This is an optimization exercise on Yosys and OpenROAD, whose aim is small area, not a production implementation. The RTL was checked by simulation tests, not by an equivalence proof against the original design. Power and IR drop assume default switching activity.

Setup of job 558:
// pmu_engine
module pmu_engine (
    input             clk,
    input             rst,         
    input             cmd_we,      
    input      [31:0] cmd_in,
    input             arg_we,      
    input      [31:0] arg_in,
    input      [3:0]  dbuf_we,     
    input      [31:0] dbuf_in,     
    output     [7:0]  status,
    output     [7:0]  seq_pc,
    output     [95:0] res,
    output     [31:0] dbuf,
    output reg        bus_req,
    output reg        bus_we,
    output reg [7:0]  bus_addr,
    output reg [2:0]  bus_len,
    output reg [31:0] bus_wdata,   
    input             bus_ack,
    input             bus_err,
    input      [31:0] bus_rdata,   
    output reg        slp_req,
    input             slp_ack
);
Size: about 1500 cells after synthesis, ~200 flip-flops, roughly 0.012 mm^2 of cells after synthesis.
Settings: LEC_CHECK=0, ABC_AREA=1, CAP_MARGIN=20, CORE_MARGIN=2, CORE_UTILIZATION=40, PLACE_DENSITY=0.6, SLEW_MARGIN=20; clock period 30.0 ns.
standard.sh (not shown) runs the stock make flow with config.mk's settings and CLKGATE_MAP_FILE= SYNTH_SCRIPT=/design/flow/synth_recipe.tcl, a recipe that flattens the netlist after the stock synthesis.
==> flow/flow/run.sh <==
#!/bin/bash
# Own layout flow: the standard ORFS flow with three changes.
#  1. Synthesis: the standard synthesis script (synth_recipe.tcl, via standard.sh) with an
#     area-oriented ABC script (time-limited deepsyn, then repeated choice mapping)
#     and without full-adder extraction. The registers are mapped
#     before ABC runs, so they are the standard synthesis's registers.
#  2. Port buffers use the smallest buffer cell (every port is still buffered).
#  3. Clock tree: clkbuf_16 buffers, no dummy loads.
# Each tool's output goes to a log file of its own in this folder; ORFS also keeps its
# per-step logs under orfs/logs.
set -euo pipefail
here=$(pwd)
rm -rf "$here/synth_scripts"
cp -r "$FLOW_HOME/scripts" "$here/synth_scripts"
cp "$here/flow/abc_area.script" "$here/synth_scripts/abc_area.script"
bash standard.sh "SCRIPTS_DIR=$here/synth_scripts" "ADDER_MAP_FILE=" synth > synth.log 2>&1
bash standard.sh \
  "BUFFER_PORTS_ARGS=-buffer_cell sky130_fd_sc_hd__buf_1" \
  "CTS_ARGS=-repair_clock_nets -buf_list sky130_fd_sc_hd__clkbuf_16 -sink_clustering_enable -sink_clustering_size 8 -sink_clustering_max_diameter 40 -dont_use_dummy_load" \
  finish > pnr.log 2>&1
==> flow/flow/abc_area.script <==
strash
dc2
&get -n
&deepsyn -T 120 -S 7
&put
strash
dch -f
amap
mfs2
strash
dch -f
amap
mfs2
strash
dch -f
amap
mfs2
strash
dch -f
amap
topo
Job 558 finished every stage and its layout cleared the timing, design-rule and antenna checks.
diff inputs: job 558 => job 1908
==> flow/flow/run.sh <==
#!/bin/bash
# Own layout flow: the standard ORFS flow with three changes.
#  1. Synthesis: the standard synthesis script (synth_recipe.tcl, via standard.sh) with an
#     area-oriented ABC script and without full-adder extraction. The registers are mapped
#     before ABC runs, so they are the standard synthesis's registers.
#  2. Port buffers use the smallest buffer cell (every port is still buffered).
#  3. Clock tree: clkbuf_8 buffers in small sink clusters, no dummy loads.
# Each tool's output goes to a log file of its own in this folder; ORFS also keeps its
# per-step logs under orfs/logs.
set -euo pipefail
here=$(pwd)
rm -rf "$here/synth_scripts"
cp -r "$FLOW_HOME/scripts" "$here/synth_scripts"
cp "$here/flow/abc_area.script" "$here/synth_scripts/abc_area.script"
bash standard.sh "SCRIPTS_DIR=$here/synth_scripts" "ADDER_MAP_FILE=" synth > synth.log 2>&1
bash standard.sh \
  "BUFFER_PORTS_ARGS=-buffer_cell sky130_fd_sc_hd__buf_1" \
  "CTS_ARGS=-repair_clock_nets -buf_list sky130_fd_sc_hd__clkbuf_8 -sink_clustering_enable -sink_clustering_size 8 -sink_clustering_max_diameter 40 -dont_use_dummy_load" \
  finish > pnr.log 2>&1
==> flow/flow/abc_area.script <==
strash
dch -f
amap
mfs2
strash
dch -f
amap
mfs2
strash
dch -f
amap
topo
diff --git a/flow/config.mk b/flow/config.mk
--- a/flow/config.mk
+++ b/flow/config.mk
@@ -10,4 +10,5 @@
 export CORE_MARGIN = 2
 export CORE_UTILIZATION = 40
+export GPL_TIMING_DRIVEN = 0
 export PLACE_DENSITY = 0.6
 export SLEW_MARGIN = 20
- Job 1908 vs. job 558: total routing resource utilization after global routing dropped 4.5 points; sequential power went up by about 3%; non-clock buffer count saw an increase.
- Job 558 reports its cell with the largest stage delay on the worst path as edfxtp_1 while job 1908 reports clkinv_1.
- Compare job 558 and job 1908 | routed wire length lower: job 1908
- Delta (job 1908 minus job 558): met3 wirelength from detailed routing fell 19%, count of sequential standard cells about even.
- Changes observed in job 1908 relative to job 558: cell area after layout rose 620 um^2, worst-case setup margin in the final layout fell 2170 ps, met2 track utilization from global routing fell 8.4 points.
Inputs modified between job 1908 and job 705:
diff --git a/flow/config.mk b/flow/config.mk
--- a/flow/config.mk
+++ b/flow/config.mk
@@ -10,5 +10,4 @@
 export CORE_MARGIN = 2
 export CORE_UTILIZATION = 40
-export GPL_TIMING_DRIVEN = 0
 export PLACE_DENSITY = 0.6
 export SLEW_MARGIN = 20
==> run notes <==
After synthesis and placement, the instance count of job 705 is below that of job 1908.
Topmost layer with routed signal wires: met4 -> job 705, met5 -> job 1908
When the final numbers for job 1908 and job 705 were put side by side, the critical path arrival turned out to be smaller in job 705.
Changes observed in job 705 relative to job 1908: final clock period utilization by the worst path went down; number of non-clock buffers dropped about 9%; row count stayed essentially flat; cell depth of the worst setup path now sits higher.

* * *

Setup of job 9356:
Another version of the RTL of pmu_engine (not shown whole).
Size: roughly 200 flip-flops, roughly 330 I/O pins.
## pmu_engine
module pmu_engine (
    input             clk,
    input             rst,         
    input             cmd_we,      
    input      [31:0] cmd_in,
    input             arg_we,      
    input      [31:0] arg_in,
    input      [3:0]  dbuf_we,     
    input      [31:0] dbuf_in,     
    output     [7:0]  status,
    output     [7:0]  seq_pc,
    output     [95:0] res,
    output     [31:0] dbuf,
    output reg        bus_req,
    output reg        bus_we,
    output reg [7:0]  bus_addr,
    output reg [2:0]  bus_len,
    output reg [31:0] bus_wdata,   
    input             bus_ack,
    input             bus_err,
    input      [31:0] bus_rdata,   
    output reg        slp_req,
    input             slp_ack
);
Settings: LEC_CHECK=0, ABC_AREA=1, CAP_MARGIN=5, CORE_MARGIN=2, CORE_UTILIZATION=40, PLACE_DENSITY=0.6, SLEW_MARGIN=5; clock period 30.0 ns.
==> flow/flow/run.sh <==
#!/bin/bash
# Own layout flow: the standard ORFS flow with three changes.
#  1. Synthesis: the standard synthesis script (synth_recipe.tcl, via standard.sh) with an
#     area-oriented ABC script and without full-adder extraction. The registers are mapped
#     before ABC runs, so they are the standard synthesis's registers.
#  2. Port buffers use the smallest buffer cell (every port is still buffered).
#  3. Clock tree: clkbuf_8 buffers in small sink clusters, no dummy loads.
# Each tool's output goes to a log file of its own in this folder; ORFS also keeps its
# per-step logs under orfs/logs.
set -euo pipefail
here=$(pwd)
rm -rf "$here/synth_scripts"
cp -r "$FLOW_HOME/scripts" "$here/synth_scripts"
cp "$here/flow/abc_area.script" "$here/synth_scripts/abc_area.script"
bash standard.sh "SCRIPTS_DIR=$here/synth_scripts" "ADDER_MAP_FILE=" synth > synth.log 2>&1
bash standard.sh \
  "BUFFER_PORTS_ARGS=-buffer_cell sky130_fd_sc_hd__buf_1" \
  "CTS_ARGS=-repair_clock_nets -buf_list sky130_fd_sc_hd__clkbuf_8 -sink_clustering_enable -sink_clustering_size 8 -sink_clustering_max_diameter 40 -dont_use_dummy_load" \
  finish > pnr.log 2>&1
==> flow/flow/abc_area.script <==
strash
dch -f
amap
mfs2
strash
dch -f
amap
mfs2
strash
dch -f
amap
topo
Having completed the whole flow, job 9356 delivered a layout that passed the timing, design-rule and antenna checks.
Inputs modified between job 9356 and job 8989:
# job 9356
export LEC_CHECK = 0
export ABC_AREA = 1
export CAP_MARGIN = 5
export CORE_MARGIN = 2
export CORE_UTILIZATION = 40
export PLACE_DENSITY = 0.6
export SLEW_MARGIN = 5
create_clock -name core_clock -period 30.0 [get_ports {clk}]
# job 8989
export LEC_CHECK = 0
export ABC_AREA = 1
export CAP_MARGIN = 20
export CORE_MARGIN = 2
export CORE_UTILIZATION = 40
export PLACE_DENSITY = 0.6
export SLEW_MARGIN = 20
create_clock -name core_clock -period 30.0 [get_ports {clk}]
diff --git a/flow/flow/run.sh b/flow/flow/run.sh
--- a/flow/flow/run.sh
+++ b/flow/flow/run.sh
@@ -7 +7 @@
-#  3. Clock tree: clkbuf_8 buffers in small sink clusters, no dummy loads.
+#  3. Clock tree: clkbuf_8 / clkbuf_16 buffers, no dummy loads.
@@ -18 +18 @@
-  "CTS_ARGS=-repair_clock_nets -buf_list sky130_fd_sc_hd__clkbuf_8 -sink_clustering_enable -sink_clustering_size 8 -sink_clustering_max_diameter 40 -dont_use_dummy_load" \
+  "CTS_ARGS=-repair_clock_nets -buf_list {sky130_fd_sc_hd__clkbuf_8 sky130_fd_sc_hd__clkbuf_16} -sink_clustering_size 16 -sink_clustering_max_diameter 60 -dont_use_dummy_load" \
- As of job 8989, clock power had risen by more than a quarter compared to job 9356.
- Diff job 9356..job 8989 | multi-input combinational cell area | negligible
- The sequential share of layout area reported for job 8989 is smaller than that of job 9356 by 0.50 points.
Edits applied to the flow inputs when going from job 8989 to job 4704:
diff --git a/flow/flow/run.sh b/flow/flow/run.sh
--- a/flow/flow/run.sh
+++ b/flow/flow/run.sh
@@ -18 +18 @@
-  "CTS_ARGS=-repair_clock_nets -buf_list {sky130_fd_sc_hd__clkbuf_8 sky130_fd_sc_hd__clkbuf_16} -sink_clustering_size 16 -sink_clustering_max_diameter 60 -dont_use_dummy_load" \
+  "CTS_ARGS=-repair_clock_nets -buf_list sky130_fd_sc_hd__clkbuf_8 -sink_clustering_enable -sink_clustering_size 8 -sink_clustering_max_diameter 40 -dont_use_dummy_load" \
--- outcome ---
Going from job 8989 to job 4704, CTS clock-pin slew for the worst setup and hold paths went up, power went down, switching component of the power went down. Job 4704 and job 8989 ended up with roughly the same global-route usage. Diff job 8989..job 4704 | first-pass GRT wire length | negligible. Proportion of power drawn by the clock network is lower on job 4704. In job 4704 relative to job 8989, wire length the detailed router placed on met1 had gone up slightly. On final instance area, job 8989 loses to job 4704. Job 4704 vs job 8989 on maximum vdd drop: job 4704 is the lower one.

==> afterwards: timing with drivers on the ports <==
How much do the figures lean on ideal ports? The routed layouts below were timed once more, with nothing changed but the port constraints. Step 1 (the two cells are an assumption about what drives the block):
set clk [get_ports {clk}]
set_driving_cell -lib_cell sky130_fd_sc_hd__clkbuf_16 $clk
set_driving_cell -lib_cell sky130_fd_sc_hd__buf_2 [delete_from_list [all_inputs] $clk]
Step 2 times the ports against the registers' clock, not the clock port: input delays grow and output delays shrink by t, the midpoint of the rising clock arrivals with the driver on. Three values: ideal ports, drivers, drivers and shift; two values: the first two.
run | shift t [ns] | slack for setup (ns) | hold WS [ns] | worst setup path at the end
job 558 | 0.498 | 18.506 / 18.451 / 18.949 | 0.439 / 0.439 / 0.439 | register to output
job 1908 | 0.546 | 16.332 / 16.282 / 16.828 | 0.456 / 0.456 / 0.456 | register to output
job 705 | 0.546 | 17.876 / 17.826 / 18.372 | 0.433 / 0.433 / 0.433 | register to output
job 9356 | 0.548 | 17.711 / 17.658 / 18.206 | 0.450 / 0.450 / 0.450 | register to output
job 8989 | 0.510 | 17.777 / 17.718 / 18.229 | 0.447 / 0.447 / 0.447 | register to output
job 4704 | 0.552 | 17.605 / 17.552 / 18.104 | 0.450 / 0.450 / 0.450 | register to output
After both steps setup and hold are still met in every run listed.
